This design comes from an exercise in tuning for small area on the open sky130 flow, not from production work.
RTL that was checked went through simulation tests only; none was proved equivalent to the original.
Only the layout flow was run in run 4; the RTL was not checked for function there.

==> design/flow/design.v <==
module vig_permcore (
    input  wire       clk,
    input  wire       rst,         
    input  wire       in_valid,
    input  wire [1:0] in_op,       
    input  wire [7:0] in_data,
    input  wire [7:0] in_key,
    output wire       in_ready,
    output reg        out_valid,
    output wire [7:0] out_data,
    input  wire       out_ready,
    output reg        pvalid
);
    localparam OP_SEED      = 2'd0;
    localparam OP_SEED_LAST = 2'd1;
    localparam OP_ENC       = 2'd2;
    localparam OP_DEC       = 2'd3;
    function automatic [31:0] add;
        input [31:0] a;
        input [31:0] b;
        input        cin;
        integer n;
        reg c;
        begin
            c = cin;
            for (n = 0; n < 32; n = n + 1) begin
                add[n] = a[n] ^ b[n] ^ c;
                c = (a[n] & b[n]) | (a[n] & c) | (b[n] & c);
            end
        end
    endfunction
    reg        busy;        
    reg        start;       
    reg        fin;         
    reg        bld;         
    reg        bwd;         
    reg        hashing;     
    reg [15:0] s0;          
    reg [15:0] sf;          
    reg [7:0]  k;           
    reg [1:0]  ph;          
    reg [7:0]  r;           
    reg [7:0]  p;           
    reg [7:0]  key;         
    wire [15:0] s = (bwd ^ start) ? s0 : sf;
    assign in_ready = !busy && (!out_valid || out_ready);
    wire in_fire  = in_valid && in_ready && !rst;
    wire out_fire = out_valid && out_ready;
    assign out_data = p;
    wire [15:0] h      = hashing ? s0 : 16'd5381;
    wire [31:0] h33    = add({11'd0, h, 5'd0}, {16'd0, h}, 1'b0);
    wire [31:0] h_sum  = add(busy ? {24'd0, p} : h33,
                             {24'd0, busy ? key ^ {8{!bwd}} : in_data}, busy && !bwd);
    wire [15:0] h_next = h_sum[15:0];
    wire        fw  = !bwd;
    wire [31:0] a1  = add({14'd0, s, fw ? 2'b11 : 2'b01}, {16'd0, s} ^ {32{bwd}}, 1'b1);
    wire [31:0] a2  = add({9'd0, a1[18:0], fw ? 4'b1110 : 4'b0011}, {13'd0, a1[18:0]} ^ {32{fw}}, fw);
    wire [31:0] gw  = add({6'd0, a2[21:0], 4'b1110}, {10'd0, a2[21:0]}, 1'b0);
    wire [15:0] mc  = bwd ? {gw[8:0], 6'b111111, gw[25]} : a2[15:0];
    wire [15:0] mb  = bwd ? gw[24:9] : {9'd0, a2[22:16]};
    wire [31:0] md  = add({16'd0, mc}, ~{16'd0, mb}, 1'b1);
    wire [31:0] mr  = add({16'd0, md[15:0]}, 32'd0, md[16]);               
    wire [15:0] sn  = mr[15:0];
    wire [7:0]  byt  = (bwd && ph[1]) ? key : s[7:0];
    wire [3:0]  nib  = ph[0] ? byt[3:0] : byt[7:4];
    wire        big  = (k[7:4] != 4'd0) || (k[3:0] == 4'hf);    
    wire [7:0]  r_in = (ph == 2'd0) ? 8'd0 : (ph == 2'd1 && big) ? {4'd0, byt[7:4]} : r;
    reg  [7:0]  q;
    reg  [31:0] t;
    integer b;
    always @* begin
        q = r_in;
        for (b = 3; b >= 0; b = b - 1) begin
            t = add({23'd0, q, nib[b]}, {23'd0, 1'b1, ~k}, 1'b0);    
            q = t[9] ? t[7:0] : {q[6:0], nib[b]};
        end
    end
    wire [7:0] j    = q;
    wire       hit  = (p == k) || (p == j);
    wire [7:0] p_tr = hit ? (p ^ k ^ j) : p;
    wire [31:0] pk  = h_sum;    
    wire last_ph = (ph == 2'd3);
    wire k_end   = bwd ? (k == 8'd255) : (k == 8'd1);
    wire [7:0] k_nx = bwd ? k + 8'd1 : k - 8'd1;
    always @(posedge clk)
        r <= q;
    always @(posedge clk) begin
        if (rst) begin
            busy      <= 1'b0;
            start     <= 1'b0;
            fin       <= 1'b0;
            hashing   <= 1'b0;
            pvalid    <= 1'b0;
            out_valid <= 1'b0;
        end else begin
            if (out_fire) out_valid <= 1'b0;
            if (in_fire) begin
                if (in_op == OP_SEED) begin
                    s0      <= h_next;
                    hashing <= 1'b1;
                end else begin
                    busy  <= 1'b1;
                    start <= 1'b1;
                    bld   <= (in_op == OP_SEED_LAST);
                    bwd   <= (in_op == OP_ENC);
                    k     <= (in_op == OP_ENC) ? 8'd1 : 8'd255;
                    ph    <= (in_op == OP_ENC) ? 2'd0 : 2'd1;
                    p     <= in_data;
                    key   <= in_key;
                    if (in_op == OP_SEED_LAST) begin
                        s0      <= h_next;
                        hashing <= 1'b0;
                    end
                end
            end
            if (start) begin
                start <= 1'b0;
                if (bwd) begin
                    s0  <= sn;
                    key <= s[7:0];
                    p   <= pk[7:0];
                end else
                    sf  <= sn;
            end else if (fin) begin
                fin  <= 1'b0;
                busy <= 1'b0;
                if (bld) begin
                    pvalid <= 1'b1;
                end else begin
                    out_valid <= 1'b1;
                    if (!bwd) p <= pk[7:0];
                end
            end else if (busy) begin
                ph <= ph + 2'd1;
                if (ph[0] && !(last_ph && k_end)) begin
                    if (bwd) s0 <= sn;
                    else     sf <= sn;
                end
                if (bwd && last_ph) key <= s[7:0];
                if (last_ph) begin
                    p <= p_tr;
                    if (k_end)
                        fin <= 1'b1;
                    else begin
                        k  <= k_nx;
                        ph <= (k_nx[7:4] != 4'd0 || k_nx[3:0] == 4'hf) ? 2'd1 : 2'd0;
                    end
                end
            end
        end
    end
endmodule
==> design/flow/flow/run.sh <==
#!/bin/bash
# Own layout flow.
# 1. the standard synthesis, unchanged.
# 2. Full adders flipped where that saves inversions (a full adder with every input
#    and output inverted computes the same), then the combinational logic, except the
#    full adder cells, re-mapped by Yosys and ABC for area; every register keeps its
#    instance name, cell and connections.
# 3. the standard layout of that netlist, with the smallest buffer on the ports
#    and a clock tree of small buffers without dummy loads.
# Each tool writes its full output to a log file here.
set -euo pipefail
res=orfs/results/sky130hd/vig_permcore/base
lib=$FLOW_HOME/platforms/sky130hd/lib/sky130_fd_sc_hd__tt_025C_1v80.lib

bash standard.sh synth > synth.log 2>&1

python3 flow/mklib.py "$lib" comb.lib > mklib.log 2>&1
cp "$res/1_2_yosys.v" standard_1_2_yosys.v
python3 flow/faflip.py standard_1_2_yosys.v flipped.v > faflip.log 2>&1
# ABC's deep synthesis is randomized: four seeds, the smallest result kept
for seed in 1 2 3 4; do
  sed "s/&deepsyn -T 60/\&deepsyn -T 60 -S $seed/" flow/abc_area.script > abc_$seed.script
  cat > reopt_$seed.ys <<EOY
read_liberty -lib $lib
read_liberty -overwrite comb.lib
read_verilog flipped.v
hierarchy -top $FLOW_TOP
flatten
opt -purge
abc -liberty comb.lib -script abc_$seed.script
setundef -zero
hilomap -singleton -hicell sky130_fd_sc_hd__conb_1 HI -locell sky130_fd_sc_hd__conb_1 LO
splitnets
opt_clean -purge
rename -hide w:*.*
opt_clean -purge
stat -liberty $lib
write_verilog -noattr -nohex -nodec reopt_$seed.v
EOY
  yosys -l reopt_$seed.log -s reopt_$seed.ys > /dev/null 2>&1 &
done
wait
best=$(for seed in 1 2 3 4; do
  area=$(grep 'Chip area' reopt_$seed.log 2>/dev/null | tail -1 | awk '{print $NF}' || true)
  if [ -n "$area" ] && [ -s reopt_$seed.v ]; then echo "$area $seed"; fi
done | sort -g | head -1 | awk '{print $2}')
echo "kept seed $best" > reopt_choice.log
cp reopt_$best.v reopt.v
cp reopt.v "$res/1_2_yosys.v"
touch "$res/1_2_yosys.v"

bash standard.sh finish \
  BUFFER_PORTS_ARGS="-buffer_cell sky130_fd_sc_hd__buf_1" \
  CTS_ARGS="-sink_clustering_enable -repair_clock_nets -dont_use_dummy_load -buf_list {sky130_fd_sc_hd__clkbuf_4 sky130_fd_sc_hd__clkbuf_8}" \
  > layout.log 2>&1
==> design/flow/flow/abc_area.script <==
strash
&get -n
&deepsyn -T 60
&st
&nf -R 1000 -p -a
&put
topo
==> design/flow/flow/faflip.py <==
#!/usr/bin/env python3
"""Choose full adders to flip (FA is self-dual: FA(~a,~b,~c) = ~FA(a,b,c) on both
outputs) so that fewer inversions sit between adders, registers and other logic,
and rewrite the netlist with inverters around the flipped adders. A later ABC run
removes the inverter pairs this creates.
usage: faflip.py IN.v OUT.v"""
import re
import sys
from collections import defaultdict

src, dst = sys.argv[1], sys.argv[2]
text = open(src).read()
inst_re = re.compile(r"(sky130_fd_sc_hd__\w+)\s+(\\\S+\s|\S+)\s*\((.*?)\);", re.S)
pin_re = re.compile(r"\.(\w+)\(([^()]*)\)")
OUT = {"X", "Y", "Q", "Q_N", "SUM", "COUT", "HI", "LO"}
cells = []
for m in inst_re.finditer(text):
    typ, name, body = m.group(1), m.group(2).strip(), m.group(3)
    pins = {p: n.strip() for p, n in pin_re.findall(body)}
    cells.append((typ, name, pins, m.start(), m.end()))
drv = {}
sinks = defaultdict(list)
for i, (typ, name, pins, _, _) in enumerate(cells):
    for p, n in pins.items():
        if p in OUT:
            drv[n] = (i, p)
        else:
            sinks[n].append((i, p))
def esc(n):
    return n + " " if n.startswith("\\") else n
def is_inv(t):
    return re.search(r"__(clk)?inv_\d+$", t) is not None
def kind(t):
    if t.endswith("fa_1"):
        return "fa"
    if re.search(r"(df|edf)", t):
        return "ff"
    return "logic"
# source of a net through inverter chains: (net, parity)
def source(net):
    par = 0
    seen = 0
    while net in drv and is_inv(cells[drv[net][0]][0]) and seen < 8:
        net = cells[drv[net][0]][2]["A"]
        par ^= 1
        seen += 1
    return net, par
fa = [i for i, c in enumerate(cells) if kind(c[0]) == "fa"]
# edges: (fa_i, other, parity, weight); other = fa index or None (fixed polarity)
W_FIXED = {"fa": 1.0, "ff": 1.0, "logic": 0.25}
edges = defaultdict(list)
for i in fa:
    typ, name, pins, _, _ = cells[i]
    for p in ("A", "B", "CIN"):
        net, par = source(pins[p])
        if net in drv:
            j, _ = drv[net]
            k = kind(cells[j][0])
        else:
            j, k = None, "logic"   # port or constant
        if k == "fa":
            edges[i].append((j, par, 1.0))
            edges[j].append((i, par, 1.0))
        else:
            edges[i].append((None, par, W_FIXED[k]))
    for p in ("COUT", "SUM"):
        # sinks that are not adders, seen through inverters
        stack = [(pins[p], 0)]
        while stack:
            net, par = stack.pop()
            for j, q in sinks[net]:
                t = cells[j][0]
                if is_inv(t):
                    stack.append((cells[j][2]["Y"], par ^ 1))
                elif kind(t) != "fa":
                    edges[i].append((None, par, W_FIXED[kind(t)]))
flip = {i: 0 for i in fa}
def cost_of(i):
    c = 0.0
    for j, par, w in edges[i]:
        fj = flip[j] if j is not None else 0
        c += w * ((par ^ flip[i] ^ fj) & 1)
    return c
changed = True
rounds = 0
while changed and rounds < 50:
    changed = False
    rounds += 1
    for i in fa:
        before = cost_of(i)
        flip[i] ^= 1
        if cost_of(i) < before - 1e-9:
            changed = True
        else:
            flip[i] ^= 1
nflip = sum(flip.values())
# rewrite
out = []
last = 0
extra = []
wires = []
cnt = 0
for i, (typ, name, pins, s, e) in enumerate(cells):
    if i in flip and flip[i]:
        out.append(text[last:s])
        new = {}
        for p in ("A", "B", "CIN", "COUT", "SUM"):
            cnt += 1
            w = f"faflip_n{cnt}"
            wires.append(w)
            if p in ("A", "B", "CIN"):
                extra.append(f"  sky130_fd_sc_hd__inv_1 faflip_i{cnt} (.A({esc(pins[p])}), .Y({w}));")
            else:
                extra.append(f"  sky130_fd_sc_hd__inv_1 faflip_i{cnt} (.A({w}), .Y({esc(pins[p])}));")
            new[p] = w
        conn = ", ".join(f".{p}({new[p]})" for p in ("A", "B", "CIN", "COUT", "SUM"))
        out.append(f"{typ} {name} ({conn});")
        last = e
out.append(text[last:])
res = "".join(out)
k = res.rindex("endmodule")
decl = "".join(f"  wire {w};\n" for w in wires)
res = res[:k] + decl + "\n".join(extra) + "\n" + res[k:]
open(dst, "w").write(res)
print(f"{len(fa)} full adders, {nflip} flipped")
==> design/flow/flow/mklib.py <==
#!/usr/bin/env python3
"""Write a liberty holding only the platform's combinational cells
(no registers, latches, full adders, tie cells, delay, clock-delay, power or
physical-only cells). Yosys reads it for the cells' functions and ABC maps to it.
usage: mklib.py PLATFORM.lib OUT.lib"""
import re
import sys

src, dst = sys.argv[1], sys.argv[2]
lib = open(src).read()
skip = re.compile(r"(df|dl|sdf|edf|fa_|conb|tap|fill|decap|probe|lpflow|diode|"
                  r"clkdly|dlygate|dlymetal|einv|ebuf|sedf|macro|bleeder)")
groups = []
first = None
for m in re.finditer(r'\n\s*cell\s*\(\s*"?([\w]+)"?\s*\)\s*\{', lib):
    if first is None:
        first = m.start()
    k = lib.index("{", m.start())
    depth = 0
    while True:
        c = lib[k]
        if c == "{":
            depth += 1
        elif c == "}":
            depth -= 1
            if depth == 0:
                break
        k += 1
    if not skip.search(m.group(1)):
        groups.append(lib[m.start():k + 1])
open(dst, "w").write(lib[:first] + "".join(groups) + "\n}\n")
print(f"{len(groups)} cells written to {dst}")
==> design/flow/standard.sh <==
#!/bin/bash
# synth_recipe.tcl (not shown) runs the flow's synth.tcl, then flattens the netlist and writes it again
# the make line also repeats each setting of config.mk as NAME=value (left out here)
make -C /OpenROAD-flow-scripts/flow DESIGN_CONFIG=/design/flow/config.mk WORK_HOME=/design/flow/orfs CLKGATE_MAP_FILE= SYNTH_SCRIPT=/design/flow/synth_recipe.tcl "${@:-finish}"
==> design/flow/config.mk <==
export PLATFORM = sky130hd
export DESIGN_NAME = vig_permcore
export DESIGN_NICKNAME = vig_permcore
export VERILOG_FILES = /design/flow/design.v
export SDC_FILE = /design/flow/constraint.sdc
export NUM_CORES = 8
export LEC_CHECK = 0
export ABC_AREA = 1
export CAP_MARGIN = 20
export CORE_MARGIN = 2
export CORE_UTILIZATION = 50
export PLACE_DENSITY = 0.65
export SLEW_MARGIN = 20
==> design/flow/constraint.sdc <==
create_clock -name core_clock -period 55.0 [get_ports {clk}]
set_input_delay 11.0000 -clock core_clock [delete_from_list [all_inputs] [get_ports {clk}]]
set_output_delay 11.0000 -clock core_clock [all_outputs]
set_load 0.01 [all_outputs]
==> impl_metrics.py, run 1 <==
metrics = {
    "status": {
        "run_status": "no timing/DRC/antenna violations",
    },
    "timing": {
        "report.final.slew_viol_count": 0,
        "hold_viol_final": 0,
        "worstMarginPinSlew_ns": 0.9940,
        "skew_ns": 0.03319,
        "finalCritPeriodShare_pct": 40.91,
        "tns_ns": 0,
        "max_freq_mhz": 44.45,
        "period_minus_slack_ns": 22.50,
        "maxSlewHeadroom_pct": 31.84,
        "setup_violations": 0,
        "rsz0062_at_grt": "no",
    },
    "cells_and_area": {
        "final_cell_mix": "fa_1 (97), nand2_1 (81), nor2_1 (78)",
        "area_growth_syn_to_layout_pct": 7.352,
        "fin_nets": 919,
        "final_common_cell": "fa_1",
        "seqCellArea_um2": 2082,
        "antenna_cells": 0,
        "fin_util_pct": 54.65,
        "multiInputGateArea_um2": 5550,
        "drive_gt1_share_pct": 2.632,
        "nFillCells": 1350,
    },
    "clocking": {
        "cts_resized": 0,
        "hold_buffers": 0,
        "numCtsBuffers": 9,
        "clk_pin_slew_ns": 0.08,
        "clock_path_buffers": 2,
        "clock_latency_ns": 0.37,
        "cts_tree": "done",
        "post-cts-setup-buffers": 0,
        "cts-root-buf": "clkbuf_8",
        "cts.htree.levels": 3,
        "cts_sinks": 74,
    },
    "global_routing": {
        "grt-ovfl-total": 0,
        "track_usage_pct": 26.39,
        "grt_pass1_vias": 6067,
        "antenna_found_initial": 0,
        "grt_pass1_wl_mm": 33.03,
        "grt_max_degree": 40,
    },
    "yosys": {
        "postSynthAreaPerCell_um2": 10.32,
        "syn_inst": 747,
        "yosysWarnings": 1,
        "syn_area_um2": 7710,
        "synth_nets": 866,
    },
    "setup_path": {
        "regToRegSetupSlack_ns": 33.20,
        "reg2reg_to": "s0[15]",
        "cp-start-kind": "input port",
        "cp_max_fo": 2,
        "worstSetupEndpointType": "output port",
        "arrival_ns": 11.50,
        "r2r_start": "start",
        "crit_required_ns": 44.00,
        "criticalPathCategory": "input port to output port",
        "r2r_cells": 66,
    },
    "placed_design": {
        "hpwlAfterDp_mm": 16.46,
        "io_buffers": 32,
        "place_congestion": 0.8946,
    },
    "detailed_routing": {
        "drt-pass1-iter-count": 5,
        "via_per_inst": 6.130,
        "ant_nets": 0,
        "vias": 6044,
        "remaining_drc_errors": 0,
        "totalWireLength_mm": 20.30,
        "drtIter0Drc": 498,
        "wire_per_inst_um": 20.59,
    },
    "floorplanning": {
        "die_h_um": 128.2,
        "dieWidth_um": 128.2,
        "core_area_um2": 15150,
        "dieArea_um2": 16430,
        "start_util_pct": 50.90,
        "num_io_pins": 33,
        "core.rowCount": 45,
    },
    "worst_hold_path": {
        "hp-class": "flip-flop to flip-flop",
        "holdPathStages": 2,
        "hold_end": "pvalid",
        "min-delay-start": "pvalid",
    },
    "job": {
        "drv_cap": 0,
    },
}
[registers in the layout, summed over array words and instances (netlist names)]
signal / count
key: 8
out_valid: 1
r: 8
k: 8
hashing: 1
fin: 1
pvalid: 1
bwd: 1
ph: 2
p: 8
bld: 1
busy: 1
start: 1
sf: 16
s0: 16
[layout make-up]
cell class | count | area share (%)
flip-flops and latches | 74 | 25.15
multi-input cells | 649 | 67.06
repair buffers | 42 | 2.358
well taps | 188 | 2.842
clock buffers | 9 | 1.497
inverters | 24 | 1.088
[worst max path at each step]
stage	start	to	slack, ns	cells after the start
floorplan	out_ready	in_ready	32.68	2
global placement	out_ready	in_ready	32.51	4
detailed placement	out_ready	in_ready	32.50	4
CTS	out_ready	in_ready	32.50	4
global route	start	s0[15]	31.97	68
finish	out_ready	in_ready	32.50	4
[per-stage QoR]
step	hold WS (ns)	instances	instance area, µm²	setup slack, ns
after floorplan	0.4662	747	7710	32.68
after global placement	0.4510	977	8153	32.51
after detailed placement	0.4617	977	8153	32.50
after CTS	0.4830	986	8277	32.50
after global routing	0.4948	986	8277	31.97
final	0.4748	986	8277	32.50
[routing by layer]
metal	vias up	share of wire (%)	track usage, %	wire length (µm)
li1	2794	-	-	-
met1	3025	43	34.97	8686
met2	189	49	44.51	10030
met3	36	5.0	3.756	1010
met4	0	2.8	9.502	577
met5	-	0	0	0
[worst max-delay path, stage by stage]
cell and delay, ns:
buf_1 0.06, nand2b_1 0.10, nor2b_1 0.17, buf_1 0.17
==> inputs of run 2 (changes only) <==
--- a/design/flow/design.v
+++ b/design/flow/design.v
@@ -36,4 +36,5 @@
     reg        bwd;         
     reg        hashing;     
+    reg [15:0] h;           
     reg [15:0] s0;          
     reg [15:0] sf;          
@@ -48,6 +49,6 @@
     wire out_fire = out_valid && out_ready;
     assign out_data = p;
-    wire [15:0] h      = hashing ? s0 : 16'd5381;
-    wire [31:0] h33    = add({11'd0, h, 5'd0}, {16'd0, h}, 1'b0);
+    wire [15:0] hh     = hashing ? h : 16'd5381;
+    wire [31:0] h33    = add({11'd0, hh, 5'd0}, {16'd0, hh}, 1'b0);
     wire [31:0] h_sum  = add(busy ? {24'd0, p} : h33,
                              {24'd0, busy ? key ^ {8{!bwd}} : in_data}, busy && !bwd);
@@ -97,5 +98,5 @@
             if (in_fire) begin
                 if (in_op == OP_SEED) begin
-                    s0      <= h_next;
+                    h       <= h_next;
                     hashing <= 1'b1;
                 end else begin
--- a/design/flow/flow/run.sh
+++ b/design/flow/flow/run.sh
@@ -18,8 +18,5 @@
 cp "$res/1_2_yosys.v" standard_1_2_yosys.v
 python3 flow/faflip.py standard_1_2_yosys.v flipped.v > faflip.log 2>&1
-# ABC's deep synthesis is randomized: four seeds, the smallest result kept
-for seed in 1 2 3 4; do
-  sed "s/&deepsyn -T 60/\&deepsyn -T 60 -S $seed/" flow/abc_area.script > abc_$seed.script
-  cat > reopt_$seed.ys <<EOY
+cat > reopt.ys <<EOY
 read_liberty -lib $lib
 read_liberty -overwrite comb.lib
@@ -28,5 +25,5 @@
 flatten
 opt -purge
-abc -liberty comb.lib -script abc_$seed.script
+abc -liberty comb.lib -script flow/abc_area.script
 setundef -zero
 hilomap -singleton -hicell sky130_fd_sc_hd__conb_1 HI -locell sky130_fd_sc_hd__conb_1 LO
@@ -36,15 +33,7 @@
 opt_clean -purge
 stat -liberty $lib
-write_verilog -noattr -nohex -nodec reopt_$seed.v
+write_verilog -noattr -nohex -nodec reopt.v
 EOY
-  yosys -l reopt_$seed.log -s reopt_$seed.ys > /dev/null 2>&1 &
-done
-wait
-best=$(for seed in 1 2 3 4; do
-  area=$(grep 'Chip area' reopt_$seed.log 2>/dev/null | tail -1 | awk '{print $NF}' || true)
-  if [ -n "$area" ] && [ -s reopt_$seed.v ]; then echo "$area $seed"; fi
-done | sort -g | head -1 | awk '{print $2}')
-echo "kept seed $best" > reopt_choice.log
-cp reopt_$best.v reopt.v
+yosys -l reopt.log -s reopt.ys > /dev/null 2>&1
 cp reopt.v "$res/1_2_yosys.v"
 touch "$res/1_2_yosys.v"
==> run 2 against run 1 <==
Final cell count increased by 8.8%. Critical path depth did not move. Setup slack worse by 0.063 ns. Global-route usage rose by 0.35 points. Critical endpoint unchanged. Hold slack improved by 0.026 ns. Still clean. Via count up 7.2%. Synthesized cell count is 6.8% higher. Clock skew is essentially flat. Design area is 7.6% higher.
==> impl_metrics.py, run 2 <==
metrics = {
    "floorplanning": {
        "start_util_pct": 50.58,
        "die_h_um": 132.6,
        "core.rowCount": 47,
        "dieWidth_um": 132.6,
        "core_area_um2": 16350,
        "dieArea_um2": 17580,
        "num_io_pins": 33,
    },
    "setup_path": {
        "criticalPathCategory": "input port to output port",
        "crit_required_ns": 44.00,
        "arrival_ns": 11.56,
        "cp_max_fo": 3,
        "cp-start-kind": "input port",
        "worstSetupEndpointType": "output port",
    },
    "job": {
        "drv_cap": 0,
    },
    "cells_and_area": {
        "drive_gt1_share_pct": 2.931,
        "final_cell_mix": "fa_1 (97), nor2_1 (96), nand2_1 (91)",
        "final_common_cell": "fa_1",
        "area_growth_syn_to_layout_pct": 7.702,
        "seqCellArea_um2": 2562,
        "finalNonFillerCells": 1073,
        "antenna_cells": 0,
        "fin_nets": 974,
        "reg_top3": "h x16, s0 x16, sf x16",
        "multiInputGateArea_um2": 5633,
        "nFillCells": 1534,
    },
    "detailed_routing": {
        "via_per_inst": 6.041,
        "wire_per_inst_um": 20.62,
        "totalWireLength_mm": 22.12,
        "remaining_drc_errors": 0,
        "drtIter0Drc": 527,
        "drt-pass1-iter-count": 5,
        "vias": 6482,
        "ant_nets": 0,
    },
    "clocking": {
        "cts_sinks": 90,
        "clock_path_buffers": 2,
        "numCtsBuffers": 9,
        "hold_buffers": 0,
        "clk_pin_slew_ns": 0.11,
        "post-cts-setup-buffers": 0,
        "clock_latency_ns": 0.39,
        "cts_tree": "done",
        "cts.htree.levels": 3,
        "cts_resized": 0,
        "cts-root-buf": "clkbuf_8",
    },
    "yosys": {
        "syn_area_um2": 8269,
        "synth_nets": 917,
        "yosysWarnings": 1,
        "postSynthAreaPerCell_um2": 10.36,
        "syn_inst": 798,
    },
    "timing": {
        "max_freq_mhz": 44.32,
        "skew_ns": 0.03288,
        "period_minus_slack_ns": 22.56,
        "setup_violations": 0,
        "report.final.slew_viol_count": 0,
        "rsz0062_at_grt": "no",
        "finalCritPeriodShare_pct": 41.02,
        "maxSlewHeadroom_pct": 33.05,
        "worstMarginPinSlew_ns": 0.9998,
        "hold_viol_final": 0,
        "tns_ns": 0,
    },
    "worst_hold_path": {
        "hp-class": "flip-flop to flip-flop",
    },
    "placed_design": {
        "dp_cells": 1064,
        "place_congestion": 0.8797,
        "io_buffers": 32,
        "hpwlAfterDp_mm": 17.44,
    },
    "global_routing": {
        "track_usage_pct": 26.74,
        "grt_pass1_wl_mm": 36.01,
        "grt_max_degree": 73,
        "grt_pass1_vias": 6552,
        "grt-ovfl-total": 0,
        "antenna_found_initial": 0,
    },
    "status": {
        "run_status": "no timing/DRC/antenna violations",
    },
}
## run 2: through the flow
step	utilization (%)	setup slack, ns	hold WS (ns)	cell area [µm²]
6_report	54.48	32.44	0.5003	8906
5_1_grt	54.48	32.39	0.5413	8906
4_1_cts	54.48	32.44	0.4982	8906
3_5_place_dp	53.72	32.45	0.4785	8782
3_3_place_gp	53.72	32.47	0.4568	8782
2_1_floorplan	-	32.65	0.4344	8269
## run 2: area by class of cell
| class | count | share of cell area [%] |
|---|---|---|
| flip-flops and latches | 90 | 28.77 |
| clock buffers | 9 | 1.391 |
| well taps | 220 | 3.091 |
| repair buffers | 46 | 2.529 |
| multi-input cells | 685 | 63.25 |
| inverters | 23 | 0.9694 |
## run 2: critical path, cell delays in order
cell,delay [ns]
buf_1,0.06
nand2b_1,0.11
nor2b_1,0.22
buf_1,0.17
## run 2: final timing paths
check        startpoint        to  slack (ns)  cells past startpoint
max reg2reg         bwd    s0[14]       34.19                     64
max           out_ready  in_ready       32.44                      4
min                 fin       fin        0.50                      2
min reg2reg         fin       fin        0.50                      2
## run 2: layer usage
metal,track usage [%],part of all wire [%]
met3,5.594,6.7
met4,7.288,2.4
met5,0,0
met2,44.82,49
met1,35.51,42
==> inputs of run 3 (changes only) <==
--- a/design/flow/design.v
+++ b/design/flow/design.v
@@ -51,6 +51,5 @@
     wire [15:0] hh     = hashing ? h : 16'd5381;
     wire [31:0] h33    = add({11'd0, hh, 5'd0}, {16'd0, hh}, 1'b0);
-    wire [31:0] h_sum  = add(busy ? {24'd0, p} : h33,
-                             {24'd0, busy ? key ^ {8{!bwd}} : in_data}, busy && !bwd);
+    wire [31:0] h_sum  = add(h33, {24'd0, in_data}, 1'b0);
     wire [15:0] h_next = h_sum[15:0];
     wire        fw  = !bwd;
@@ -80,5 +79,5 @@
     wire       hit  = (p == k) || (p == j);
     wire [7:0] p_tr = hit ? (p ^ k ^ j) : p;
-    wire [31:0] pk  = h_sum;    
+    wire [31:0] pk  = add({24'd0, p}, {24'd0, key ^ {8{!bwd}}}, !bwd);   
     wire last_ph = (ph == 2'd3);
     wire k_end   = bwd ? (k == 8'd255) : (k == 8'd1);
==> run 3 against run 2 <==
Critical path depth unchanged. Largest cell class unchanged. Highest routed layer unchanged. Critical path type unchanged. Final cell count down 2.1%. Design area up 0.28%. Critical endpoint unchanged.
==> impl_metrics.py, run 3 <==
metrics = {
    "global_routing": {
        "grt_pass1_vias": 6327,
        "antenna_found_initial": 0,
        "grt-ovfl-total": 0,
        "grt_max_degree": 58,
        "grt_pass1_wl_mm": 34.62,
        "track_usage_pct": 25.50,
    },
    "cells_and_area": {
        "final_cell_mix": "fa_1 (102), nand2_1 (91), edfxtp_1 (76)",
        "multiInputGateArea_um2": 5643,
        "seqCellArea_um2": 2562,
        "area_growth_syn_to_layout_pct": 7.743,
        "drive_gt1_share_pct": 3.129,
        "fin_util_pct": 54.43,
        "final_common_cell": "fa_1",
        "final_area_um2": 8931,
        "antenna_cells": 0,
        "nFillCells": 1432,
        "finalNonFillerCells": 1051,
        "reg_top3": "h x16, s0 x16, sf x16",
        "fin_nets": 957,
    },
    "worst_hold_path": {
        "hp-class": "flip-flop to flip-flop",
    },
    "timing": {
        "maxSlewHeadroom_pct": 29.33,
        "period_minus_slack_ns": 22.45,
        "tns_ns": 0,
        "max_freq_mhz": 44.54,
        "report.final.slew_viol_count": 0,
        "worstMarginPinSlew_ns": 1.033,
        "rsz0062_at_grt": "no",
        "setup_violations": 0,
        "skew_ns": 0.03890,
        "finalCritPeriodShare_pct": 40.82,
        "holdWs_ns": 0.4847,
        "setup_ws_ns": 32.55,
        "hold_viol_final": 0,
    },
    "yosys": {
        "syn_area_um2": 8289,
        "yosysWarnings": 1,
        "synth_nets": 900,
        "postSynthAreaPerCell_um2": 10.68,
        "syn_inst": 776,
    },
    "clocking": {
        "cts-root-buf": "clkbuf_8",
        "clock_latency_ns": 0.38,
        "cts_resized": 0,
        "cts.htree.levels": 3,
        "cts_tree": "done",
        "clock_path_buffers": 2,
        "numCtsBuffers": 9,
        "post-cts-setup-buffers": 0,
        "clk_pin_slew_ns": 0.08,
        "hold_buffers": 0,
        "cts_sinks": 90,
    },
    "floorplanning": {
        "num_io_pins": 33,
        "die_h_um": 132.8,
        "dieWidth_um": 132.8,
        "core_area_um2": 16410,
        "core.rowCount": 47,
        "dieArea_um2": 17620,
        "start_util_pct": 50.52,
    },
    "detailed_routing": {
        "via_per_inst": 5.899,
        "drt-pass1-iter-count": 5,
        "dr.max_layer_used": "met4",
        "wl_met3_mm": 1.322,
        "drtIter0Drc": 627,
        "vias": 6200,
        "ant_nets": 0,
        "wire_per_inst_um": 20.24,
        "wl_met1_mm": 9.986,
        "wl_met2_mm": 9.631,
        "remaining_drc_errors": 0,
        "totalWireLength_mm": 21.27,
    },
    "placed_design": {
        "io_buffers": 32,
        "dp_cells": 1042,
        "place_congestion": 0.8868,
        "hpwlAfterDp_mm": 16.48,
        "dpl-instance-area_um2": 8807,
        "place_ws_ns": 32.54,
    },
    "setup_path": {
        "worstSetupStartpoint": "out_ready",
        "criticalPathCategory": "input port to output port",
        "cpMostUsedCell": "buf_1",
        "arrival_ns": 11.45,
        "worst-path-buf-inv": 2,
        "cp_max_fo": 3,
        "crit_family": "simple AND/OR/NAND/NOR gates",
        "crit_end": "in_ready",
        "worstSetupEndpointType": "output port",
        "crit_required_ns": 44.00,
        "r2r_start": "bwd",
        "cp-start-kind": "input port",
        "cpPeakStageDelay_ns": 0.16,
        "r2r_cells": 63,
        "crit_path_cell_trace": "buf_1 > nor2b_1 > nor2_1 > buf_1",
        "regToRegSetupSlack_ns": 33.40,
        "crit_path_top_delay_cell": "nor2b_1",
        "reg2reg_to": "s0[15]",
        "crit_cells": 4,
    },
    "status": {
        "run_status": "no timing/DRC/antenna violations",
    },
    "job": {
        "drv_cap": 0,
    },
}
[run 3: layout make-up]
type | count | share of cell area, %
Tap cell | 220 | 3.082
Sequential cell | 90 | 28.69
Multi-Input combinational cell | 659 | 63.18
Timing Repair Buffer | 46 | 2.522
Clock buffer | 9 | 1.387
Inverter | 27 | 1.135
[run 3: worst reg2reg max path, delay by kind of cell (launching register included)]
family,cells,cell delay [ns]
multiplexers,1,0.77
AND/OR/NAND/NOR,17,3.13
adder cells (fa/ha/maj),36,14.53
XOR/XNOR,5,1.09
AO/OA/AOI/OAI,2,0.45
buffers and inverters,2,0.53
flip-flops,1,0.87
[run 3: worst min path at each step]
stage,from,end,slack (ns),cells after the start
floorplan,fin,fin,0.45,2
global placement,fin,fin,0.46,2
detailed placement,fin,fin,0.47,2
CTS,fin,fin,0.48,2
global route,fin,fin,0.50,2
finish,fin,fin,0.48,2
[run 3: per-layer routing]
layer,track usage (%),vias up
met4,6.631,0
li1,-,2826
met1,38.69,3104
met2,38.83,247
met5,0,-
met3,3.448,23
==> inputs of run 4 (changes only) <==
--- a/design/flow/design.v
+++ b/design/flow/design.v
@@ -36,4 +36,5 @@
     reg        bwd;         
     reg        hashing;     
+    reg        hs2;         
     reg [15:0] h;           
     reg [15:0] s0;          
@@ -45,11 +46,10 @@
     reg [7:0]  key;         
     wire [15:0] s = (bwd ^ start) ? s0 : sf;
-    assign in_ready = !busy && (!out_valid || out_ready);
+    assign in_ready = !busy && !hs2 && (!out_valid || out_ready);
     wire in_fire  = in_valid && in_ready && !rst;
     wire out_fire = out_valid && out_ready;
     assign out_data = p;
     wire [15:0] hh     = hashing ? h : 16'd5381;
-    wire [31:0] h33    = add({11'd0, hh, 5'd0}, {16'd0, hh}, 1'b0);
-    wire [31:0] h_sum  = add(h33, {24'd0, in_data}, 1'b0);
+    wire [31:0] h_sum  = add({16'd0, hh}, hs2 ? {24'd0, key} : {11'd0, hh, 5'd0}, 1'b0);
     wire [15:0] h_next = h_sum[15:0];
     wire        fw  = !bwd;
@@ -91,15 +91,28 @@
             fin       <= 1'b0;
             hashing   <= 1'b0;
+            hs2       <= 1'b0;
             pvalid    <= 1'b0;
             out_valid <= 1'b0;
         end else begin
             if (out_fire) out_valid <= 1'b0;
+            if (hs2) begin
+                hs2 <= 1'b0;
+                if (busy) begin
+                    s0      <= h_next;
+                    hashing <= 1'b0;
+                    start   <= 1'b1;
+                end else
+                    h <= h_next;
+            end
             if (in_fire) begin
-                if (in_op == OP_SEED) begin
+                if (in_op[1] == 1'b0) begin
                     h       <= h_next;
                     hashing <= 1'b1;
-                end else begin
+                    key     <= in_data;
+                    hs2     <= 1'b1;
+                end
+                if (in_op != OP_SEED) begin
                     busy  <= 1'b1;
-                    start <= 1'b1;
+                    start <= (in_op != OP_SEED_LAST);
                     bld   <= (in_op == OP_SEED_LAST);
                     bwd   <= (in_op == OP_ENC);
@@ -107,9 +120,5 @@
                     ph    <= (in_op == OP_ENC) ? 2'd0 : 2'd1;
                     p     <= in_data;
-                    key   <= in_key;
-                    if (in_op == OP_SEED_LAST) begin
-                        s0      <= h_next;
-                        hashing <= 1'b0;
-                    end
+                    if (in_op[1]) key <= in_key;
                 end
             end
@@ -131,5 +140,5 @@
                     if (!bwd) p <= pk[7:0];
                 end
-            end else if (busy) begin
+            end else if (busy && !hs2) begin
                 ph <= ph + 2'd1;
                 if (ph[0] && !(last_ph && k_end)) begin
==> run 4 against run 3 <==
Still clean on timing, DRC and antenna. Utilization grew 0.42 points. Clock-buffer cell count is the same. Setup slack lost 0.11 ns.
==> impl_metrics.py, run 4 <==
metrics = {
    "floorplanning": {
        "core.rowCount": 47,
        "core_area_um2": 16640,
        "dieWidth_um": 134.6,
        "die_h_um": 134.6,
        "num_io_pins": 33,
        "dieArea_um2": 18130,
        "start_util_pct": 51.28,
    },
    "timing": {
        "period_minus_slack_ns": 22.57,
        "max_freq_mhz": 44.32,
        "worstMarginPinSlew_ns": 1.071,
        "holdWs_ns": 0.5048,
        "hold_viol_final": 0,
        "rsz0062_at_grt": "no",
        "setup_violations": 0,
        "setup_ws_ns": 32.43,
        "finalCritPeriodShare_pct": 41.03,
        "tns_ns": 0,
        "skew_ns": 0.03637,
        "report.final.slew_viol_count": 0,
        "maxSlewHeadroom_pct": 28.02,
    },
    "cells_and_area": {
        "final_common_cell": "fa_1",
        "final_cell_mix": "fa_1 (98), nand2_1 (92), edfxtp_1 (76)",
        "nFillCells": 1489,
        "area_growth_syn_to_layout_pct": 6.964,
        "drive_gt1_share_pct": 2.952,
        "reg_top3": "h x16, s0 x16, sf x16",
        "final_area_um2": 9129,
        "finalNonFillerCells": 1067,
        "fin_nets": 969,
        "fin_util_pct": 54.85,
        "antenna_cells": 0,
    },
    "setup_path": {
        "crit_path_cell_trace": "buf_1 > nor2b_1 > nor3_1 > buf_1",
        "regToRegSetupSlack_ns": 34.02,
        "worstSetupEndpointType": "output port",
        "r2r_start": "bwd",
        "cp-start-kind": "input port",
        "crit_required_ns": 44.00,
        "cpPeakStageDelay_ns": 0.25,
        "cpMostUsedCell": "buf_1",
        "worst-path-buf-inv": 2,
        "criticalPathCategory": "input port to output port",
        "r2r_cells": 60,
        "arrival_ns": 11.57,
        "crit_path_top_delay_cell": "nor3_1",
        "reg2reg_to": "s0[15]",
        "crit_family": "simple AND/OR/NAND/NOR gates",
        "cp_max_fo": 3,
    },
    "worst_hold_path": {
        "hold_end": "pvalid",
        "holdPathStages": 2,
        "hp-class": "flip-flop to flip-flop",
        "min-delay-start": "pvalid",
    },
    "clocking": {
        "cts_tree": "done",
        "post-cts-setup-buffers": 0,
        "cts_sinks": 91,
        "cts.htree.levels": 3,
        "hold_buffers": 0,
        "clock_latency_ns": 0.39,
        "cts-root-buf": "clkbuf_8",
        "clk_pin_slew_ns": 0.09,
        "cts_resized": 0,
        "clock_path_buffers": 2,
        "numCtsBuffers": 9,
    },
    "yosys": {
        "syn_inst": 798,
        "postSynthAreaPerCell_um2": 10.69,
        "synth_nets": 918,
        "syn_area_um2": 8534,
        "yosysWarnings": 1,
    },
    "detailed_routing": {
        "ant_nets": 0,
        "remaining_drc_errors": 0,
        "wire_per_inst_um": 20.16,
        "drt-pass1-iter-count": 5,
        "via_per_inst": 5.932,
        "vias": 6329,
        "totalWireLength_mm": 21.52,
        "drtIter0Drc": 399,
    },
    "global_routing": {
        "grt_pass1_wl_mm": 35.39,
        "grt_max_degree": 72,
        "antenna_found_initial": 0,
        "track_usage_pct": 25.45,
        "grt-ovfl-total": 0,
        "grt_pass1_vias": 6687,
    },
    "placed_design": {
        "place_ws_ns": 32.44,
        "place_congestion": 0.8749,
        "hpwlAfterDp_mm": 16.94,
        "dp_cells": 1058,
        "dpl-instance-area_um2": 9005,
        "io_buffers": 32,
    },
    "job": {
        "drv_cap": 0,
    },
    "status": {
        "run_status": "no timing/DRC/antenna violations",
    },
}
## run 4: cell count changes in the layout (fill, tap and decap cells not counted), sizes merged, moves of 6 or more
| cell | change |
|---|---|
| o22ai | -12 |
| clkinv | +10 |
| xor2 | -6 |
| nor2b | +7 |
| mux2 | +12 |
| and2 | -6 |
| a21oi | -7 |
| a31oi | +9 |
| a221o | +9 |
| nor2 | -13 |
| buf | -6 |
| o21ai | +10 |
| nor3 | -6 |
## run 4: how the worst max path moves through the flow
stage              start       end  slack [ns]  depth (start not counted)
2_1_floorplan  out_ready  in_ready       32.62                          2
3_3_place_gp   out_ready  in_ready       32.47                          4
3_5_place_dp   out_ready  in_ready       32.44                          4
4_1_cts        out_ready  in_ready       32.44                          4
5_1_grt        out_ready  in_ready       32.37                          4
6_report       out_ready  in_ready       32.43                          4
## run 4: layout make-up
class	instances	area, µm²	area share (%)
multi-input cells	669	5824	63.80
clock buffers	9	123.9	1.357
flip-flops and latches	91	2582	28.29
well taps	220	275.3	3.015
inverters	38	142.6	1.563
repair buffers	40	180.2	1.974
## run 4: worst reg2reg max path: cells and delay by family (launching register included)
kind	cells	cell delay, ns
fa+ha+maj	36	14.70
xor+xnor	3	0.58
mux	1	0.66
flops	1	0.72
simple gates	14	3.00
compound gates	5	0.81
buf+inv	1	0.32
## run 4: routing by layer
metal | part of all wire (%) | wire, µm | up-vias | track usage (%)
li1 | - | - | 2936 | -
met1 | 40 | 8683 | 3170 | 32.22
met2 | 52 | 11180 | 173 | 44.25
met3 | 4.1 | 892 | 50 | 3.604
met4 | 3.5 | 763 | 0 | 9.942
met5 | 0 | 0 | - | 0

[afterwards: timing with drivers on the ports]
No port has a modelled driver above. Below, the same layouts with a new extraction and two added sets of constraints.
Step 1 (the two cells are an assumption about what drives the block):
set clk [get_ports {clk}]
set_driving_cell -lib_cell sky130_fd_sc_hd__clkbuf_16 $clk
set_driving_cell -lib_cell sky130_fd_sc_hd__buf_2 [delete_from_list [all_inputs] $clk]
Step 2 times the ports against the registers' clock, not the clock port: input delays grow and output delays shrink by t, the midpoint of the rising clock arrivals with the driver on.
Slacks: no drivers / after step 1 / after step 2; pairs: no drivers / after step 1.
run	t (ns)	setup slack, ns	worst slew at a driven data input, ns
run 1	0.387	32.502 / 32.474 / 32.474	0.04
run 2	0.417	32.439 / 32.418 / 32.418	0.06
run 3	0.401	32.547 / 32.523 / 32.523	0.04
run 4	0.408	32.434 / 32.407 / 32.407	0.04
After both steps every run listed still meets setup and hold. The setup slack of run 1, which loses most, moves by -0.028 ns with the drivers and by -0.028 ns with both steps.
